Background: an optimization exercise with open tools, aiming at small area and a short achievable clock period. Do not read the settings as production practice.
Where RTL was checked, it was by simulation tests only, not by an equivalence proof against the original.
The flow treats the clock pin as an ideal source, which a real chip does not have.
Power figures rest on the tool's default switching activity, not on a simulated workload.

==> run G <==
## lrdcc
module lrdcc (
    input  wire        clk,
    input  wire        rst,        
    input  wire [6:0]  ev,         
    output wire        sc_valid,   
    output wire [32:0] sc_word,    
    output wire [7:0]  disp_out,
    output wire        act_up,
    output wire        act_dn
);
clock: 110.0 ns
lec_check: 0
cap_margin: 20
core_margin: 2
core_utilization: 70
slew_margin: 20
standard.sh (not shown) runs the stock make flow with config.mk's settings and CLKGATE_MAP_FILE= SYNTH_SCRIPT=/design/flow/synth_recipe.tcl, a recipe that flattens the netlist after the stock synthesis.
==> flow/flow/run.sh <==
#!/bin/bash
# The standard layout (standard.sh, standard synthesis unchanged) with:
# buf_1 port buffers; a one-level clock tree (flow/owncts.tcl: the
# flip-flops split by position into CLK_GROUPS balanced groups, each driven
# by one clock buffer fed from the clock port) in place of TritonCTS; and
# the post-CTS / post-global-route timing repair aimed at a setup margin
# just above the design's own slack.
set -uo pipefail
export BUFFER_PORTS_ARGS="-buffer_cell sky130_fd_sc_hd__buf_1"
bash standard.sh place > flow_place.log 2>&1 || exit 1
export RESULTS_DIR=$PWD/orfs/results/sky130hd/lrdcc/base
export PLATFORM_DIR=$FLOW_HOME/platforms/sky130hd
export LIB_FILE=$PLATFORM_DIR/lib/sky130_fd_sc_hd__tt_025C_1v80.lib
export CLK_BUF=sky130_fd_sc_hd__clkbuf_8
export CLK_GROUPS=4
openroad -no_init -exit flow/owncts.tcl > owncts.log 2>&1 || exit 1
bash standard.sh SETUP_SLACK_MARGIN=86.9 finish > flow_finish.log 2>&1
rc=$?
cp orfs/logs/sky130hd/lrdcc/base/*.log . 2>/dev/null
exit $rc
==> flow/flow/owncts.tcl <==
# Clock tree: the flip-flops are split by position into CLK_GROUPS groups of
# about equal size, and each group is driven by one clock buffer, placed at
# the group's centre and fed from the clock port.
read_liberty $::env(LIB_FILE)
read_db $::env(RESULTS_DIR)/3_place.odb
read_sdc $::env(RESULTS_DIR)/3_place.sdc
source $::env(PLATFORM_DIR)/setRC.tcl
set block [ord::get_db_block]
set dbu [$block getDbUnitsPerMicron]
set k $::env(CLK_GROUPS)

set pts {}
foreach pin [get_pins -of_objects [get_nets clk]] {
  if {[get_property $pin direction] ne "input"} { continue }
  set it [sta::sta_to_db_pin $pin]
  set b [[$it getInst] getBBox]
  lappend pts [list [expr {([$b xMin] + [$b xMax]) / 2.0 / $dbu}] [expr {([$b yMin] + [$b yMax]) / 2.0 / $dbu}] $pin]
}
set n [llength $pts]
puts "clock sinks: $n"

# balanced recursive bisection: split along the longer side into parts
proc split_pts {pts k} {
  if {$k <= 1} { return [list $pts] }
  set xs [lmap p $pts {lindex $p 0}]; set ys [lmap p $pts {lindex $p 1}]
  set w [expr {[tcl::mathfunc::max {*}$xs] - [tcl::mathfunc::min {*}$xs]}]
  set h [expr {[tcl::mathfunc::max {*}$ys] - [tcl::mathfunc::min {*}$ys]}]
  set idx [expr {$w >= $h ? 0 : 1}]
  set s [lsort -real -index $idx $pts]
  set k1 [expr {$k / 2}]
  set n1 [expr {int(round([llength $s] * double($k1) / $k))}]
  return [concat [split_pts [lrange $s 0 [expr {$n1 - 1}]] $k1] [split_pts [lrange $s $n1 end] [expr {$k - $k1}]]]
}
set groups [split_pts $pts $k]
set cnt [lmap g $groups {llength $g}]
puts "group sizes: $cnt"
set g 0
foreach grp $groups {
  set loads [lmap p $grp {lindex $p 2}]
  set cx 0.0; set cy 0.0
  foreach p $grp { set cx [expr {$cx + [lindex $p 0]}]; set cy [expr {$cy + [lindex $p 1]}] }
  set cx [expr {$cx / [llength $grp]}]; set cy [expr {$cy / [llength $grp]}]
  insert_buffer -buffer_cell $::env(CLK_BUF) -net clk -load_pins $loads \
    -location [list $cx $cy] -buffer_name clkbuf_leaf_$g -net_name clk_leaf_$g
  incr g
}
foreach net [$block getNets] {
  if {[string match clk_leaf_* [$net getName]] || [$net getName] eq "clk"} { $net setSigType CLOCK }
}
detailed_placement
check_placement -verbose
set_propagated_clock [all_clocks]
estimate_parasitics -placement
report_checks -path_delay min_max -format end -group_path_count 3
report_clock_skew
report_clock_min_period
set worst 0
foreach pin [get_pins -of_objects [get_nets clk_leaf_*]] {
  if {[get_property $pin direction] ne "input"} { continue }
  foreach e {slew_max_rise slew_max_fall} {
    set s [get_property $pin $e]
    if {$s > $worst} { set worst $s }
  }
}
puts "worst clock pin slew (estimated): $worst"
write_db $::env(RESULTS_DIR)/4_1_cts.odb
write_sdc -no_timestamp $::env(RESULTS_DIR)/4_cts.sdc
==> inputs of run K, as changes to run G <==
==> flow/flow/run.sh (replaced) <==
#!/bin/bash
# The standard layout (standard.sh, standard synthesis unchanged) with
# buf_1 port buffers, a clock tree of clkbuf_4 without dummy loads, and the
# post-CTS and post-global-route timing repair aimed at a small setup margin
# above the design's own slack (paths above that margin are left alone).
set -uo pipefail
export BUFFER_PORTS_ARGS="-buffer_cell sky130_fd_sc_hd__buf_1"
export CTS_ARGS="-sink_clustering_enable -repair_clock_nets -buf_list sky130_fd_sc_hd__clkbuf_4 -root_buf sky130_fd_sc_hd__clkbuf_4 -sink_clustering_size 30 -dont_use_dummy_load"
bash standard.sh SKIP_REPAIR_TIE_FANOUT=1 place > flow_place.log 2>&1 || exit 1
bash standard.sh SETUP_SLACK_MARGIN=${MARGIN:-86.9} finish > flow_finish.log 2>&1
rc=$?
cp orfs/logs/sky130hd/lrdcc/base/*.log . 2>/dev/null
exit $rc
removed: flow/flow/owncts.tcl
==> inputs of run Y, as changes to run G <==
--- a/flow/design.v
+++ b/flow/design.v
@@ -33,22 +33,25 @@
     reg [4:0]  ccap;     
     reg        rdy;      
     reg [4:0]  n;        
     reg [4:0]  i;        
     reg [9:0]  ft;       
     reg        fph;      
     reg [2:0]  gear;
     reg        cfu, cfd;
-    reg [6:0]  disp;
     reg        act_u, act_d;
     reg        sv, op, cr, cg;
     assign sc_valid = sv;
     assign sc_word  = {op, 3'b000, op, 4'b0000, {8{cr}}, {8{cg}}, 8'h00};
-    assign disp_out = {1'b0, disp};
+    wire [2:0] gear_prev = ph[2] ? {gear[1:0], ~gear[2]} : {~gear[0], gear[2:1]};
+    wire       in_da     = ph[3] & ~ph[1] & ph[0];
+    wire       in_dm     = ph[3] & ph[1] & ph[0];
+    assign disp_out = {1'b0, ({7{in_da | in_dm}} & seg7(gear_prev)) |
+                             ({7{~in_da}} & seg7(gear))};
     assign act_up   = act_u;
     assign act_dn   = act_d;
     wire hit =
         ((cls == 5'd1) & &(cnt | ~15'h48E3)) |
         ((cls == 5'd2) & &(cnt | ~15'h3D08)) |
         ((cls == 5'd3) & &(cnt | ~15'h1E84)) |
         ((cls == 5'd4) & &(cnt | ~15'h124E)) |
         ((cls == 5'd5) & &(cnt | ~15'h0C34)) |
@@ -147,31 +150,26 @@
             P_DMD:   ph_n = P_CLD;
             default: ph_n = P_CHKS;
         endcase
     end
     always @(posedge clk) begin
         if (rst) begin
             ph    <= P_CHKS;
             gear  <= G_1;
-            disp  <= 7'h06;
             cfu   <= 1'b0;
             cfd   <= 1'b0;
             act_u <= 1'b0;
             act_d <= 1'b0;
         end else begin
             ph <= ph_n;
             if (ph == P_SHUP && cfu && gear != G_6)
                 gear <= {gear[1:0], ~gear[2]};
             else if (ph == P_SHDN && cfd && gear != G_1)
                 gear <= {~gear[0], gear[2:1]};
-            if (ph == P_DAU || ph == P_DAD)
-                disp <= disp | seg7(gear);
-            else if (ph == P_DMU || ph == P_DMD)
-                disp <= seg7(gear);
             if (!pu && !pd && cu)
                 cfu <= 1'b1;
             else if (ph == P_CLU)
                 cfu <= 1'b0;
             if (!pu && !pd && !cu && cd)
                 cfd <= 1'b1;
             else if (ph == P_CLD)
                 cfd <= 1'b0;
==> comparison <==
Run K passed the timing, design-rule and antenna checks. Run Y finished with timing, DRC and antenna clean. Run G passed the timing, design-rule and antenna checks.
The highest maximum frequency belongs to run K, the lowest to run Y.
Between run Y and run K, the lower synthesized cell count is in run K (gap about 3.8%, measured against run K).
Core utilization: run Y > run G > run K.
Global-route usage, lowest first: run G, run Y, run K.
Setup slack, lowest first: run Y, run G, run K.
Against run K, the power of run Y is smaller by about 4%.
Against run Y, the sequential cell count of run K is higher by 7.
==> figures <==
Via count of the first global-routing pass: run G 2887; run K 2844; run Y 2926
Fill cell instance count of the final layout: run G 443; run K 459; run Y 379
DR pass1 iterations: run G 5; run K 4; run Y 5
Layout cell share with drive strength beyond 1: run G 5.76%; run K 5.71%; run Y 11.3%
Internal power summed over all cells: run G 0.0000350 W; run K 0.0000354 W; run Y 0.0000339 W
Endpoint, Worst Hold: run G disp[1]; run K disp[1]; run Y ft[5]
Met2 Usage GRT: run G 43.4%; run K 41.1%; run Y 46.8%
Post-synthesis compound-gate area fraction: run G 13.0%; run K 13.0%; run Y 12.2%
Run status: run G finished clean; run K finished clean; run Y finished clean
Setup Slack @ Placement: run G 86260 ps; run K 86270 ps; run Y 86420 ps
Row count: run G 27; run K 27; run Y 26
Post-Syn Area: run G 3910 um2; run K 3910 um2; run Y 3820 um2
Startpoint of the worst-slack reg-to-reg timing path: run G cls[2]; run K cls[2]; run Y cls[0]
Count of non-filler cells in the finished layout: run G 523; run K 510; run Y 548
Sequential cell count: run G 69; run K 69; run Y 62
Function not checked in run Y: the RTL went through the layout flow alone.


==> trial 87: inputs <==
==> flow/design.v <==
module lrdcc (
    input  wire        clk,
    input  wire        rst,        
    input  wire [6:0]  ev,         
    output wire        sc_valid,   
    output wire [32:0] sc_word,    
    output wire [7:0]  disp_out,
    output wire        act_up,
    output wire        act_dn
);
    localparam [3:0] P_CHKS = 4'b0000, P_EST  = 4'b0001, P_MAP  = 4'b0011,
                     P_CLR  = 4'b0010, P_SEG  = 4'b0110, P_CHKC = 4'b0100,
                     P_SHUP = 4'b1000, P_DAU  = 4'b1001, P_DMU  = 4'b1011,
                     P_CLU  = 4'b1010, P_SHDN = 4'b1100, P_DAD  = 4'b1101,
                     P_DMD  = 4'b1111, P_CLD  = 4'b1110;
    localparam [9:0] FTERM = 10'h2B2;    
    wire tkc = ev[6], tkf = ev[5], tach = ev[4];
    wire pu = ev[3], pd = ev[2], cu = ev[1], cd = ev[0];
    localparam [2:0] G_1 = 3'b000, G_6 = 3'b100;
    function [6:0] seg7;
        input [2:0] g;
        seg7 = {g[2] | g[1] | g[0],       
                g[2],                     
                ~g[1] & (g[2] ^ g[0]),    
                g[2] ^ g[0],              
                g[2] | g[1] | ~g[0],      
                ~g[2] | g[0],             
                g[2] ^ g[0]};             
    endfunction
    reg [3:0]  ph;
    reg [14:0] cnt;      
    reg [4:0]  cls;      
    reg [4:0]  ccap;     
    reg        rdy;      
    reg [4:0]  n;        
    reg [4:0]  i;        
    reg [9:0]  ft;       
    reg        fph;      
    reg [2:0]  gear;
    reg        cfu, cfd;
    reg [6:0]  disp;
    reg        act_u, act_d;
    reg        sv, op, cr, cg;
    assign sc_valid = sv;
    assign sc_word  = {op, 3'b000, op, 4'b0000, {8{cr}}, {8{cg}}, 8'h00};
    assign disp_out = {1'b0, disp};
    assign act_up   = act_u;
    assign act_dn   = act_d;
    wire hit =
        ((cls == 5'd1) & &(cnt | ~15'h48E3)) |
        ((cls == 5'd2) & &(cnt | ~15'h3D08)) |
        ((cls == 5'd3) & &(cnt | ~15'h1E84)) |
        ((cls == 5'd4) & &(cnt | ~15'h124E)) |
        ((cls == 5'd5) & &(cnt | ~15'h0C34)) |
        ((cls == 5'd6) & &(cnt | ~15'h08B8)) |
        ((cls == 5'd7) & &(cnt | ~15'h0689)) |
        ((cls == 5'd8) & &(cnt | ~15'h0515)) |
        ((cls == 5'd9) & &(cnt | ~15'h0410)) |
        ((cls == 5'd10) & &(cnt | ~15'h0354)) |
        ((cls == 5'd11) & &(cnt | ~15'h02C5)) |
        ((cls == 5'd12) & &(cnt | ~15'h0258)) |
        ((cls == 5'd13) & &(cnt | ~15'h0202)) |
        ((cls == 5'd14) & &(cnt | ~15'h01BD)) |
        ((cls == 5'd15) & &(cnt | ~15'h0186)) |
        ((cls == 5'd16) & &(cnt | ~15'h0158)) |
        ((cls == 5'd17) & &(cnt | ~15'h0131)) |
        ((cls == 5'd18) & &(cnt | ~15'h0111)) |
        ((cls == 5'd19) & &(cnt | ~15'h00F6)) |
        ((cls == 5'd20) & &(cnt | ~15'h00DE)) |
        ((cls == 5'd21) & &(cnt | ~15'h00CA)) |
        ((cls == 5'd22) & &(cnt | ~15'h00B8)) |
        ((cls == 5'd23) & &(cnt | ~15'h00A9)) |
        ((cls == 5'd24) & &(cnt | ~15'h009B)) |
        ((cls == 5'd25) & &(cnt | ~15'h0090)) |
        ((cls == 5'd26) & &(cnt | ~15'h0084)) |
        ((cls == 5'd27) & &(cnt | ~15'h007B)) |
        ((cls == 5'd28) & &(cnt | ~15'h0073)) |
        ((cls == 5'd29) & &(cnt | ~15'h006A)) |
        ((cls == 5'd30) & &(cnt | ~15'h0064)) |
        ((cls == 5'd31) & &(cnt | ~15'h0BCF));
    wire        cstep   = hit || (cls == 5'd0);
    wire [4:0]  cls_dec = cls - 1'b1;
    wire [9:0]  ft_adv  = {ft[8:0], ~(ft[9] ^ ft[6])};
    wire red  = (n == 5'd31);
    wire emit = !((i == n) || (i == 5'd30));
    always @(posedge clk) begin
        if (rst || tach) begin
            cls <= 5'd0;
        end else if (tkc && cstep) begin
            cls <= cls_dec;
        end
        if (tkc && cstep)
            cnt <= 15'd0;
        else if (tkc)
            cnt <= cnt + 1'b1;
        if (tach)
            ccap <= (tkc && cstep) ? cls_dec : cls;
        if (rst)
            rdy <= 1'b0;
        else if (tach)
            rdy <= 1'b1;
        else if (ph == P_CHKS)
            rdy <= 1'b0;
    end
    always @(posedge clk) begin
        if (rst) begin
            ft  <= 10'd0;
            fph <= 1'b0;
        end else if (tkf) begin
            if (ft == FTERM) begin
                ft  <= 10'd0;
                fph <= ~fph;
            end else begin
                ft  <= ft_adv;
            end
        end
    end
    always @(posedge clk) begin
        if (ph == P_CHKS && rdy)
            n <= ccap;
        else if (ph == P_MAP && red && !fph)
            n <= 5'd0;
        if (ph == P_MAP)
            i <= 5'd0;
        else if (ph == P_SEG && emit)
            i <= i + 1'b1;
        sv <= !rst && (ph == P_CLR || (ph == P_SEG && emit));
        op <= ph[2];
        cr <= ph[2] && (red || i >= 5'd10);
        cg <= ph[2] && !red && (i < 5'd20);
    end
    reg [3:0] ph_n;
    always @* begin
        case (ph)
            P_CHKS:  ph_n = rdy ? P_EST : P_CHKC;
            P_EST:   ph_n = P_MAP;
            P_MAP:   ph_n = P_CLR;
            P_CLR:   ph_n = P_SEG;
            P_SEG:   ph_n = emit ? P_SEG : P_CHKC;
            P_CHKC:  ph_n = (cfu || cfd) ? P_SHUP : P_CHKS;
            P_SHUP:  ph_n = (cfu && gear != G_6) ? P_DAU : P_SHDN;
            P_DAU:   ph_n = P_DMU;
            P_DMU:   ph_n = P_CLU;
            P_CLU:   ph_n = P_SHDN;
            P_SHDN:  ph_n = (cfd && gear != G_1) ? P_DAD : P_CHKS;
            P_DAD:   ph_n = P_DMD;
            P_DMD:   ph_n = P_CLD;
            default: ph_n = P_CHKS;
        endcase
    end
    always @(posedge clk) begin
        if (rst) begin
            ph    <= P_CHKS;
            gear  <= G_1;
            disp  <= 7'h06;
            cfu   <= 1'b0;
            cfd   <= 1'b0;
            act_u <= 1'b0;
            act_d <= 1'b0;
        end else begin
            ph <= ph_n;
            if (ph == P_SHUP && cfu && gear != G_6)
                gear <= {gear[1:0], ~gear[2]};
            else if (ph == P_SHDN && cfd && gear != G_1)
                gear <= {~gear[0], gear[2:1]};
            if (ph == P_DAU || ph == P_DAD)
                disp <= disp | seg7(gear);
            else if (ph == P_DMU || ph == P_DMD)
                disp <= seg7(gear);
            if (!pu && !pd && cu)
                cfu <= 1'b1;
            else if (ph == P_CLU)
                cfu <= 1'b0;
            if (!pu && !pd && !cu && cd)
                cfd <= 1'b1;
            else if (ph == P_CLD)
                cfd <= 1'b0;
            if (pu) begin
                act_u <= 1'b1; act_d <= 1'b0;
            end else if (pd) begin
                act_u <= 1'b0; act_d <= 1'b1;
            end else if (cu || cd) begin
                act_u <= 1'b0; act_d <= 1'b0;
            end
        end
    end
endmodule
==> flow/flow/run.sh <==
#!/bin/bash
# The standard layout (standard.sh, standard synthesis unchanged) with:
# buf_1 port buffers; after placement, the resizer's power recovery
# downsizes cells where timing allows (flow/downsize.tcl); a clock tree of
# clkbuf_4 without dummy loads; and the post-CTS / post-global-route timing
# repair aimed at a setup margin just above the design's own slack.
set -uo pipefail
export BUFFER_PORTS_ARGS="-buffer_cell sky130_fd_sc_hd__buf_1"
export CTS_ARGS="-sink_clustering_enable -repair_clock_nets -buf_list sky130_fd_sc_hd__clkbuf_4 -root_buf sky130_fd_sc_hd__clkbuf_4 -sink_clustering_size 30 -dont_use_dummy_load"
bash standard.sh place > flow_place.log 2>&1 || exit 1
export RESULTS_DIR=$PWD/orfs/results/sky130hd/lrdcc/base
export PLATFORM_DIR=$FLOW_HOME/platforms/sky130hd
export LIB_FILE=$PLATFORM_DIR/lib/sky130_fd_sc_hd__tt_025C_1v80.lib
openroad -no_init -exit flow/downsize.tcl > downsize.log 2>&1 || exit 1
bash standard.sh SETUP_SLACK_MARGIN=86.9 finish > flow_finish.log 2>&1
rc=$?
cp orfs/logs/sky130hd/lrdcc/base/*.log . 2>/dev/null
exit $rc
==> flow/flow/downsize.tcl <==
# Downsize cells that synthesis sized up where timing allows (power
# recovery of the resizer), then legalize again.
read_liberty $::env(LIB_FILE)
read_db $::env(RESULTS_DIR)/3_place.odb
read_sdc $::env(RESULTS_DIR)/3_place.sdc
source $::env(PLATFORM_DIR)/setRC.tcl
set_dont_use [list sky130_fd_sc_hd__probe_p_8 sky130_fd_sc_hd__probec_p_8 sky130_fd_sc_hd__lpflow_*]
estimate_parasitics -placement
report_design_area
repair_timing -recover_power 100 -setup_margin 86.9 -verbose
report_design_area
detailed_placement
check_placement -verbose
write_db $::env(RESULTS_DIR)/3_place.odb
==> flow/standard.sh <==
#!/bin/bash
# synth_recipe.tcl (not shown) runs the flow's synth.tcl, then flattens the netlist and writes it again
# the make line also repeats each setting of config.mk as NAME=value (left out here)
make -C /OpenROAD-flow-scripts/flow DESIGN_CONFIG=/design/flow/config.mk WORK_HOME=/design/flow/orfs CLKGATE_MAP_FILE= SYNTH_SCRIPT=/design/flow/synth_recipe.tcl "${@:-finish}"
==> flow/config.mk <==
export PLATFORM = sky130hd
export DESIGN_NAME = lrdcc
export DESIGN_NICKNAME = lrdcc
export VERILOG_FILES = /design/flow/design.v
export SDC_FILE = /design/flow/constraint.sdc
export NUM_CORES = 4
export LEC_CHECK = 0
export CAP_MARGIN = 20
export CORE_MARGIN = 2
export CORE_UTILIZATION = 70
export SLEW_MARGIN = 20
==> flow/constraint.sdc <==
create_clock -name core_clock -period 110.0 [get_ports {clk}]
set_input_delay 22.0000 -clock core_clock [delete_from_list [all_inputs] [get_ports {clk}]]
set_output_delay 22.0000 -clock core_clock [all_outputs]
set_load 0.01 [all_outputs]
==> inputs of build 49, as changes to trial 87 <==
==> flow/design.v, changed modules only <==
module lrdcc (
    input  wire        clk,
    input  wire        rst,        
    input  wire [6:0]  ev,         
    output wire        sc_valid,   
    output wire [32:0] sc_word,    
    output wire [7:0]  disp_out,
    output wire        act_up,
    output wire        act_dn
);
    localparam [3:0] P_CHKS = 4'b0000, P_EST  = 4'b0001, P_MAP  = 4'b0011,
                     P_CLR  = 4'b0010, P_SEG  = 4'b0110, P_CHKC = 4'b0100,
                     P_SHUP = 4'b1000, P_DAU  = 4'b1001, P_DMU  = 4'b1011,
                     P_CLU  = 4'b1010, P_SHDN = 4'b1100, P_DAD  = 4'b1101,
                     P_DMD  = 4'b1111, P_CLD  = 4'b1110;
    localparam [9:0] FTERM = 10'h2B2;    
    wire tkc = ev[6], tkf = ev[5], tach = ev[4];
    wire pu = ev[3], pd = ev[2], cu = ev[1], cd = ev[0];
    localparam [2:0] G_1 = 3'b000, G_6 = 3'b100;
    function [6:0] seg7;
        input [2:0] g;
        seg7 = {g[2] | g[1] | g[0],       
                g[2],                     
                ~g[1] & (g[2] ^ g[0]),    
                g[2] ^ g[0],              
                g[2] | g[1] | ~g[0],      
                ~g[2] | g[0],             
                g[2] ^ g[0]};             
    endfunction
    reg [3:0]  ph;
    reg [14:0] cnt;      
    reg [4:0]  cls;      
    reg [4:0]  ccap;     
    reg        rdy;      
    reg [4:0]  n;        
    reg [4:0]  i;        
    reg [9:0]  ft;       
    reg        fph;      
    reg [2:0]  gear;
    reg        cfu, cfd;
    reg [6:0]  disp;
    reg        act_u, act_d;
    reg        sv, op, cr, cg;
    assign sc_valid = sv;
    assign sc_word  = {op, 3'b000, op, 4'b0000, {8{cr}}, {8{cg}}, 8'h00};
    assign disp_out = {1'b0, disp};
    assign act_up   = act_u;
    assign act_dn   = act_d;
    wire [3:0] od = 4'b1 << {cls[4], cls[3]};
    wire [7:0] id = 8'b1 << {cls[2], cls[1], cls[0]};
    wire hit =
        (od[0] & ((id[1] & &(cnt | ~15'h48E3)) |
            (id[2] & &(cnt | ~15'h3D08)) |
            (id[3] & &(cnt | ~15'h1E84)) |
            (id[4] & &(cnt | ~15'h124E)) |
            (id[5] & &(cnt | ~15'h0C34)) |
            (id[6] & &(cnt | ~15'h08B8)) |
            (id[7] & &(cnt | ~15'h0689)))) |
        (od[1] & ((id[0] & &(cnt | ~15'h0515)) |
            (id[1] & &(cnt | ~15'h0410)) |
            (id[2] & &(cnt | ~15'h0354)) |
            (id[3] & &(cnt | ~15'h02C5)) |
            (id[4] & &(cnt | ~15'h0258)) |
            (id[5] & &(cnt | ~15'h0202)) |
            (id[6] & &(cnt | ~15'h01BD)) |
            (id[7] & &(cnt | ~15'h0186)))) |
        (od[2] & ((id[0] & &(cnt | ~15'h0158)) |
            (id[1] & &(cnt | ~15'h0131)) |
            (id[2] & &(cnt | ~15'h0111)) |
            (id[3] & &(cnt | ~15'h00F6)) |
            (id[4] & &(cnt | ~15'h00DE)) |
            (id[5] & &(cnt | ~15'h00CA)) |
            (id[6] & &(cnt | ~15'h00B8)) |
            (id[7] & &(cnt | ~15'h00A9)))) |
        (od[3] & ((id[0] & &(cnt | ~15'h009B)) |
            (id[1] & &(cnt | ~15'h0090)) |
            (id[2] & &(cnt | ~15'h0084)) |
            (id[3] & &(cnt | ~15'h007B)) |
            (id[4] & &(cnt | ~15'h0073)) |
            (id[5] & &(cnt | ~15'h006A)) |
            (id[6] & &(cnt | ~15'h0064)) |
            (id[7] & &(cnt | ~15'h0BCF))));
    wire        cstep   = hit || (cls == 5'd0);
    wire [4:0]  cls_dec = cls - 1'b1;
    wire [9:0]  ft_adv  = {ft[8:0], ~(ft[9] ^ ft[6])};
    wire red  = (n == 5'd31);
    wire emit = !((i == n) || (i == 5'd30));
    always @(posedge clk) begin
        if (rst || tach) begin
            cls <= 5'd0;
        end else if (tkc && cstep) begin
            cls <= cls_dec;
        end
        if (tkc && cstep)
            cnt <= 15'd0;
        else if (tkc)
            cnt <= cnt + 1'b1;
        if (tach)
            ccap <= (tkc && cstep) ? cls_dec : cls;
        if (rst)
            rdy <= 1'b0;
        else if (tach)
            rdy <= 1'b1;
        else if (ph == P_CHKS)
            rdy <= 1'b0;
    end
    always @(posedge clk) begin
        if (rst) begin
            ft  <= 10'd0;
            fph <= 1'b0;
        end else if (tkf) begin
            if (ft == FTERM) begin
                ft  <= 10'd0;
                fph <= ~fph;
            end else begin
                ft  <= ft_adv;
            end
        end
    end
    always @(posedge clk) begin
        if (ph == P_CHKS && rdy)
            n <= ccap;
        else if (ph == P_MAP && red && !fph)
            n <= 5'd0;
        if (ph == P_MAP)
            i <= 5'd0;
        else if (ph == P_SEG && emit)
            i <= i + 1'b1;
        sv <= !rst && (ph == P_CLR || (ph == P_SEG && emit));
        op <= ph[2];
        cr <= ph[2] && (red || i >= 5'd10);
        cg <= ph[2] && !red && (i < 5'd20);
    end
    reg [3:0] ph_n;
    always @* begin
        case (ph)
            P_CHKS:  ph_n = rdy ? P_EST : P_CHKC;
            P_EST:   ph_n = P_MAP;
            P_MAP:   ph_n = P_CLR;
            P_CLR:   ph_n = P_SEG;
            P_SEG:   ph_n = emit ? P_SEG : P_CHKC;
            P_CHKC:  ph_n = (cfu || cfd) ? P_SHUP : P_CHKS;
            P_SHUP:  ph_n = (cfu && gear != G_6) ? P_DAU : P_SHDN;
            P_DAU:   ph_n = P_DMU;
            P_DMU:   ph_n = P_CLU;
            P_CLU:   ph_n = P_SHDN;
            P_SHDN:  ph_n = (cfd && gear != G_1) ? P_DAD : P_CHKS;
            P_DAD:   ph_n = P_DMD;
            P_DMD:   ph_n = P_CLD;
            default: ph_n = P_CHKS;
        endcase
    end
    always @(posedge clk) begin
        if (rst) begin
            ph    <= P_CHKS;
            gear  <= G_1;
            disp  <= 7'h06;
            cfu   <= 1'b0;
            cfd   <= 1'b0;
            act_u <= 1'b0;
            act_d <= 1'b0;
        end else begin
            ph <= ph_n;
            if (ph == P_SHUP && cfu && gear != G_6)
                gear <= {gear[1:0], ~gear[2]};
            else if (ph == P_SHDN && cfd && gear != G_1)
                gear <= {~gear[0], gear[2:1]};
            if (ph == P_DAU || ph == P_DAD)
                disp <= disp | seg7(gear);
            else if (ph == P_DMU || ph == P_DMD)
                disp <= seg7(gear);
            if (!pu && !pd && cu)
                cfu <= 1'b1;
            else if (ph == P_CLU)
                cfu <= 1'b0;
            if (!pu && !pd && !cu && cd)
                cfd <= 1'b1;
            else if (ph == P_CLD)
                cfd <= 1'b0;
            if (pu) begin
                act_u <= 1'b1; act_d <= 1'b0;
            end else if (pd) begin
                act_u <= 1'b0; act_d <= 1'b1;
            end else if (cu || cd) begin
                act_u <= 1'b0; act_d <= 1'b0;
            end
        end
    end
endmodule
==> flow/flow/run.sh (replaced) <==
#!/bin/bash
# The standard layout (standard.sh, standard synthesis unchanged) with:
# buf_1 port buffers; one tie cell per constant value (no tie fan-out
# repair); after placement, the resizer's power recovery downsizes cells
# where timing allows (flow/downsize.tcl); a clock tree of clkbuf_4 without
# dummy loads; and the post-CTS / post-global-route timing repair aimed at
# a setup margin just above the design's own slack.
set -uo pipefail
export BUFFER_PORTS_ARGS="-buffer_cell sky130_fd_sc_hd__buf_1"
export CTS_ARGS="-sink_clustering_enable -repair_clock_nets -buf_list sky130_fd_sc_hd__clkbuf_4 -root_buf sky130_fd_sc_hd__clkbuf_4 -sink_clustering_size 30 -dont_use_dummy_load"
bash standard.sh SKIP_REPAIR_TIE_FANOUT=1 place > flow_place.log 2>&1 || exit 1
export RESULTS_DIR=$PWD/orfs/results/sky130hd/lrdcc/base
export PLATFORM_DIR=$FLOW_HOME/platforms/sky130hd
export LIB_FILE=$PLATFORM_DIR/lib/sky130_fd_sc_hd__tt_025C_1v80.lib
openroad -no_init -exit flow/downsize.tcl > downsize.log 2>&1 || exit 1
bash standard.sh SKIP_REPAIR_TIE_FANOUT=1 SETUP_SLACK_MARGIN=86.9 finish > flow_finish.log 2>&1
rc=$?
cp orfs/logs/sky130hd/lrdcc/base/*.log . 2>/dev/null
exit $rc
Settings changed: PLACE_DENSITY set to 0.9.
==> inputs of trial 63, as changes to trial 87 <==
==> flow/design.v, changed modules only <==
module lrdcc (
    input  wire        clk,
    input  wire        rst,        
    input  wire [6:0]  ev,         
    output wire        sc_valid,   
    output wire [32:0] sc_word,    
    output wire [7:0]  disp_out,
    output wire        act_up,
    output wire        act_dn
);
    localparam [3:0] P_CHKS = 4'b0000, P_EST  = 4'b0001, P_MAP  = 4'b0011,
                     P_CLR  = 4'b0010, P_SEG  = 4'b0110, P_CHKC = 4'b0100,
                     P_SHUP = 4'b1000, P_DAU  = 4'b1001, P_DMU  = 4'b1011,
                     P_CLU  = 4'b1010, P_SHDN = 4'b1100, P_DAD  = 4'b1101,
                     P_DMD  = 4'b1111, P_CLD  = 4'b1110;
    localparam [9:0] FTERM = 10'h2B2;    
    wire tkc = ev[6], tkf = ev[5], tach = ev[4];
    wire pu = ev[3], pd = ev[2], cu = ev[1], cd = ev[0];
    localparam [2:0] G_1 = 3'b000, G_6 = 3'b100;
    function [6:0] seg7;
        input [2:0] g;
        seg7 = {g[2] | g[1] | g[0],       
                g[2],                     
                ~g[1] & (g[2] ^ g[0]),    
                g[2] ^ g[0],              
                g[2] | g[1] | ~g[0],      
                ~g[2] | g[0],             
                g[2] ^ g[0]};             
    endfunction
    reg [3:0]  ph;
    reg [14:0] cnt;      
    reg [4:0]  cls;      
    reg [4:0]  ccap;     
    reg        rdy;      
    reg [4:0]  n;        
    reg [4:0]  i;        
    reg [9:0]  ft;       
    reg        fph;      
    reg [2:0]  gear;
    reg        cfu, cfd;
    reg [6:0]  disp;
    reg        act_u, act_d;
    reg        sv, op, cr, cg;
    assign sc_valid = sv;
    assign sc_word  = {op, 3'b000, op, 4'b0000, {8{cr}}, {8{cg}}, 8'h00};
    assign disp_out = {1'b0, disp};
    assign act_up   = act_u;
    assign act_dn   = act_d;
    wire [3:0] od = 4'b1 << {cls[4], cls[3]};
    wire [7:0] id = 8'b1 << {cls[2], cls[1], cls[0]};
    wire hit =
        (od[0] & ((id[1] & &(cnt | ~15'h48E3)) |
            (id[2] & &(cnt | ~15'h3D08)) |
            (id[3] & &(cnt | ~15'h1E84)) |
            (id[4] & &(cnt | ~15'h124E)) |
            (id[5] & &(cnt | ~15'h0C34)) |
            (id[6] & &(cnt | ~15'h08B8)) |
            (id[7] & &(cnt | ~15'h0689)))) |
        (od[1] & ((id[0] & &(cnt | ~15'h0515)) |
            (id[1] & &(cnt | ~15'h0410)) |
            (id[2] & &(cnt | ~15'h0354)) |
            (id[3] & &(cnt | ~15'h02C5)) |
            (id[4] & &(cnt | ~15'h0258)) |
            (id[5] & &(cnt | ~15'h0202)) |
            (id[6] & &(cnt | ~15'h01BD)) |
            (id[7] & &(cnt | ~15'h0186)))) |
        (od[2] & ((id[0] & &(cnt | ~15'h0158)) |
            (id[1] & &(cnt | ~15'h0131)) |
            (id[2] & &(cnt | ~15'h0111)) |
            (id[3] & &(cnt | ~15'h00F6)) |
            (id[4] & &(cnt | ~15'h00DE)) |
            (id[5] & &(cnt | ~15'h00CA)) |
            (id[6] & &(cnt | ~15'h00B8)) |
            (id[7] & &(cnt | ~15'h00A9)))) |
        (od[3] & ((id[0] & &(cnt | ~15'h009B)) |
            (id[1] & &(cnt | ~15'h0090)) |
            (id[2] & &(cnt | ~15'h0084)) |
            (id[3] & &(cnt | ~15'h007B)) |
            (id[4] & &(cnt | ~15'h0073)) |
            (id[5] & &(cnt | ~15'h006A)) |
            (id[6] & &(cnt | ~15'h0064)) |
            (id[7] & &(cnt | ~15'h0BCF))));
    wire        cstep   = hit || (cls == 5'd0);
    wire [4:0]  cls_dec = cls - 1'b1;
    wire [9:0]  ft_adv  = {ft[8:0], ~(ft[9] ^ ft[6])};
    wire red  = (n == 5'd31);
    wire emit = !((i == n) || (i == 5'd30));
    always @(posedge clk) begin
        if (rst || tach) begin
            cls <= 5'd0;
        end else if (tkc && cstep) begin
            cls <= cls_dec;
        end
        if (tkc && cstep)
            cnt <= 15'd0;
        else if (tkc)
            cnt <= cnt + 1'b1;
        if (tach)
            ccap <= (tkc && cstep) ? cls_dec : cls;
        if (rst)
            rdy <= 1'b0;
        else if (tach)
            rdy <= 1'b1;
        else if (ph == P_CHKS)
            rdy <= 1'b0;
    end
    always @(posedge clk) begin
        if (rst) begin
            ft  <= 10'd0;
            fph <= 1'b0;
        end else if (tkf) begin
            if (ft == FTERM) begin
                ft  <= 10'd0;
                fph <= ~fph;
            end else begin
                ft  <= ft_adv;
            end
        end
    end
    always @(posedge clk) begin
        if (ph == P_CHKS && rdy)
            n <= ccap;
        else if (ph == P_MAP && red && !fph)
            n <= 5'd0;
        if (ph == P_MAP)
            i <= 5'd0;
        else if (ph == P_SEG && emit)
            i <= i + 1'b1;
        sv <= !rst && (ph == P_CLR || (ph == P_SEG && emit));
        op <= ph[2];
        cr <= ph[2] && (red || i >= 5'd10);
        cg <= ph[2] && !red && (i < 5'd20);
    end
    reg [3:0] ph_n;
    always @* begin
        case (ph)
            P_CHKS:  ph_n = rdy ? P_EST : P_CHKC;
            P_EST:   ph_n = P_MAP;
            P_MAP:   ph_n = P_CLR;
            P_CLR:   ph_n = P_SEG;
            P_SEG:   ph_n = emit ? P_SEG : P_CHKC;
            P_CHKC:  ph_n = (cfu || cfd) ? P_SHUP : P_CHKS;
            P_SHUP:  ph_n = (cfu && gear != G_6) ? P_DAU : P_SHDN;
            P_DAU:   ph_n = P_DMU;
            P_DMU:   ph_n = P_CLU;
            P_CLU:   ph_n = P_SHDN;
            P_SHDN:  ph_n = (cfd && gear != G_1) ? P_DAD : P_CHKS;
            P_DAD:   ph_n = P_DMD;
            P_DMD:   ph_n = P_CLD;
            default: ph_n = P_CHKS;
        endcase
    end
    always @(posedge clk) begin
        if (rst) begin
            ph    <= P_CHKS;
            gear  <= G_1;
            disp  <= 7'h06;
            cfu   <= 1'b0;
            cfd   <= 1'b0;
            act_u <= 1'b0;
            act_d <= 1'b0;
        end else begin
            ph <= ph_n;
            if (ph == P_SHUP && cfu && gear != G_6)
                gear <= {gear[1:0], ~gear[2]};
            else if (ph == P_SHDN && cfd && gear != G_1)
                gear <= {~gear[0], gear[2:1]};
            if (ph == P_DAU || ph == P_DAD)
                disp <= disp | seg7(gear);
            else if (ph == P_DMU || ph == P_DMD)
                disp <= seg7(gear);
            if (!pu && !pd && cu)
                cfu <= 1'b1;
            else if (ph == P_CLU)
                cfu <= 1'b0;
            if (!pu && !pd && !cu && cd)
                cfd <= 1'b1;
            else if (ph == P_CLD)
                cfd <= 1'b0;
            if (pu) begin
                act_u <= 1'b1; act_d <= 1'b0;
            end else if (pd) begin
                act_u <= 1'b0; act_d <= 1'b1;
            end else if (cu || cd) begin
                act_u <= 1'b0; act_d <= 1'b0;
            end
        end
    end
endmodule
==> flow/flow/run.sh (replaced) <==
#!/bin/bash
# The standard layout (standard.sh, standard synthesis unchanged) with:
# buf_1 port buffers; one tie cell per constant value (no tie fan-out
# repair); after placement, the resizer's power recovery downsizes cells
# where timing allows (flow/downsize.tcl); a clock tree of clkbuf_4 without
# dummy loads; and the post-CTS / post-global-route timing repair aimed at
# a setup margin just above the design's own slack.
set -uo pipefail
export BUFFER_PORTS_ARGS="-buffer_cell sky130_fd_sc_hd__buf_1"
export CTS_ARGS="-sink_clustering_enable -repair_clock_nets -buf_list sky130_fd_sc_hd__clkbuf_4 -root_buf sky130_fd_sc_hd__clkbuf_4 -sink_clustering_size 30 -dont_use_dummy_load"
bash standard.sh SKIP_REPAIR_TIE_FANOUT=1 place > flow_place.log 2>&1 || exit 1
export RESULTS_DIR=$PWD/orfs/results/sky130hd/lrdcc/base
export PLATFORM_DIR=$FLOW_HOME/platforms/sky130hd
export LIB_FILE=$PLATFORM_DIR/lib/sky130_fd_sc_hd__tt_025C_1v80.lib
openroad -no_init -exit flow/downsize.tcl > downsize.log 2>&1 || exit 1
bash standard.sh SKIP_REPAIR_TIE_FANOUT=1 SETUP_SLACK_MARGIN=86.9 finish > flow_finish.log 2>&1
rc=$?
cp orfs/logs/sky130hd/lrdcc/base/*.log . 2>/dev/null
exit $rc
Settings changed: CORE_UTILIZATION 70 to 85.
==> impl_metrics.toml <==
[final_layout]
seq_share = 0.408
final_cell_mix = "nor2_1 (60), dfxtp_1 (59), buf_1 (33)"

[synthesis]
synth_compound_area_frac = 0.129
syn_area_per_cell_um2 = 8.62
synth_most_common_cell = "nor2_1"
synthCells = 431

[power]
cellInternalPower_mw = 0.0364

[worst_setup_path]
r2r_cells = 7

[drt]
wl_um = 7270

[timing]
slew_headroom = 0.454
tightest_slew_ns = 0.818

[outcome]
status = "no timing/DRC/antenna violations"
the above is filed under trial 63

==> impl_metrics.toml <==
[drt]
wl_um = 7160

[outcome]
status = "no timing/DRC/antenna violations"

[synthesis]
synth_most_common_cell = "nor2_1"
synth_compound_area_frac = 0.129
synthCells = 431
syn_area_per_cell_um2 = 8.62

[final_layout]
final_cell_mix = "nor2_1 (60), dfxtp_1 (58), buf_1 (33)"
multi_input_area_mm2 = 0.00182
seq_share = 0.407
clkbuf_count = 9

[timing]
tightest_slew_ns = 0.784
slew_headroom = 0.477
the above is filed under build 49

==> impl_metrics.toml <==
[floorplan]
taps = 72

[worst_setup_path]
cp.depth = 7
crit_path_top_delay_cell = "or3_1"
r2r_cells = 6
crit-reg2reg-launch = "cls[2]"

[hold_path]
min_path_type = "flip-flop to flip-flop"

[timing]
slew_headroom = 0.488
tightest_slew_ns = 0.767

[synthesis]
syn_area_per_cell_um2 = 8.66
synth_most_common_cell = "dfxtp_1"

[outcome]
status = "no timing/DRC/antenna violations"

[final_layout]
seq_share = 0.386
final_cell_mix = "dfxtp_1 (59), nor2_1 (55), nand2_1 (38)"

[power]
cellInternalPower_mw = 0.0353

[drt]
wl_um = 7800
the above is filed under trial 87

## afterwards: timing with drivers on the ports
The flow's constraints put no driver on any port. The routed layouts listed below were extracted and timed again, unchanged, in two steps. Step 1 assumes that a clkbuf_16 drives the clock port and a buf_2 every other input. Step 2, shift: input delay + t, output delay - t, t = (earliest + latest rising clock arrival at the registers) / 2. This alone moves slack from input paths to output paths. Slacks: no drivers / after step 1 / after step 2; pairs: no drivers / after step 1.
| run | t, ns | setup WS [ns] | hold WS [ns] |
|---|---|---|---|
| run G | 0.214 | 86.981 / 87.014 / 86.800 | 0.477 / 0.477 / 0.477 |
| run K | 0.425 | 86.989 / 86.960 / 86.583 | 0.470 / 0.470 / 0.470 |
| run Y | 0.208 | 86.468 / 86.411 / 86.619 | 0.496 / 0.496 / 0.496 |
| trial 87 | 0.417 | 86.990 / 86.971 / 86.583 | 0.483 / 0.483 / 0.483 |
| build 49 | 0.419 | 86.979 / 86.952 / 86.576 | 0.495 / 0.495 / 0.495 |
| trial 63 | 0.427 | 86.988 / 86.962 / 86.670 | 0.492 / 0.492 / 0.492 |
After both steps every run listed still meets setup and hold. The setup slack of trial 87, which loses most, moves by -0.019 ns with the drivers and by -0.407 ns with both steps.
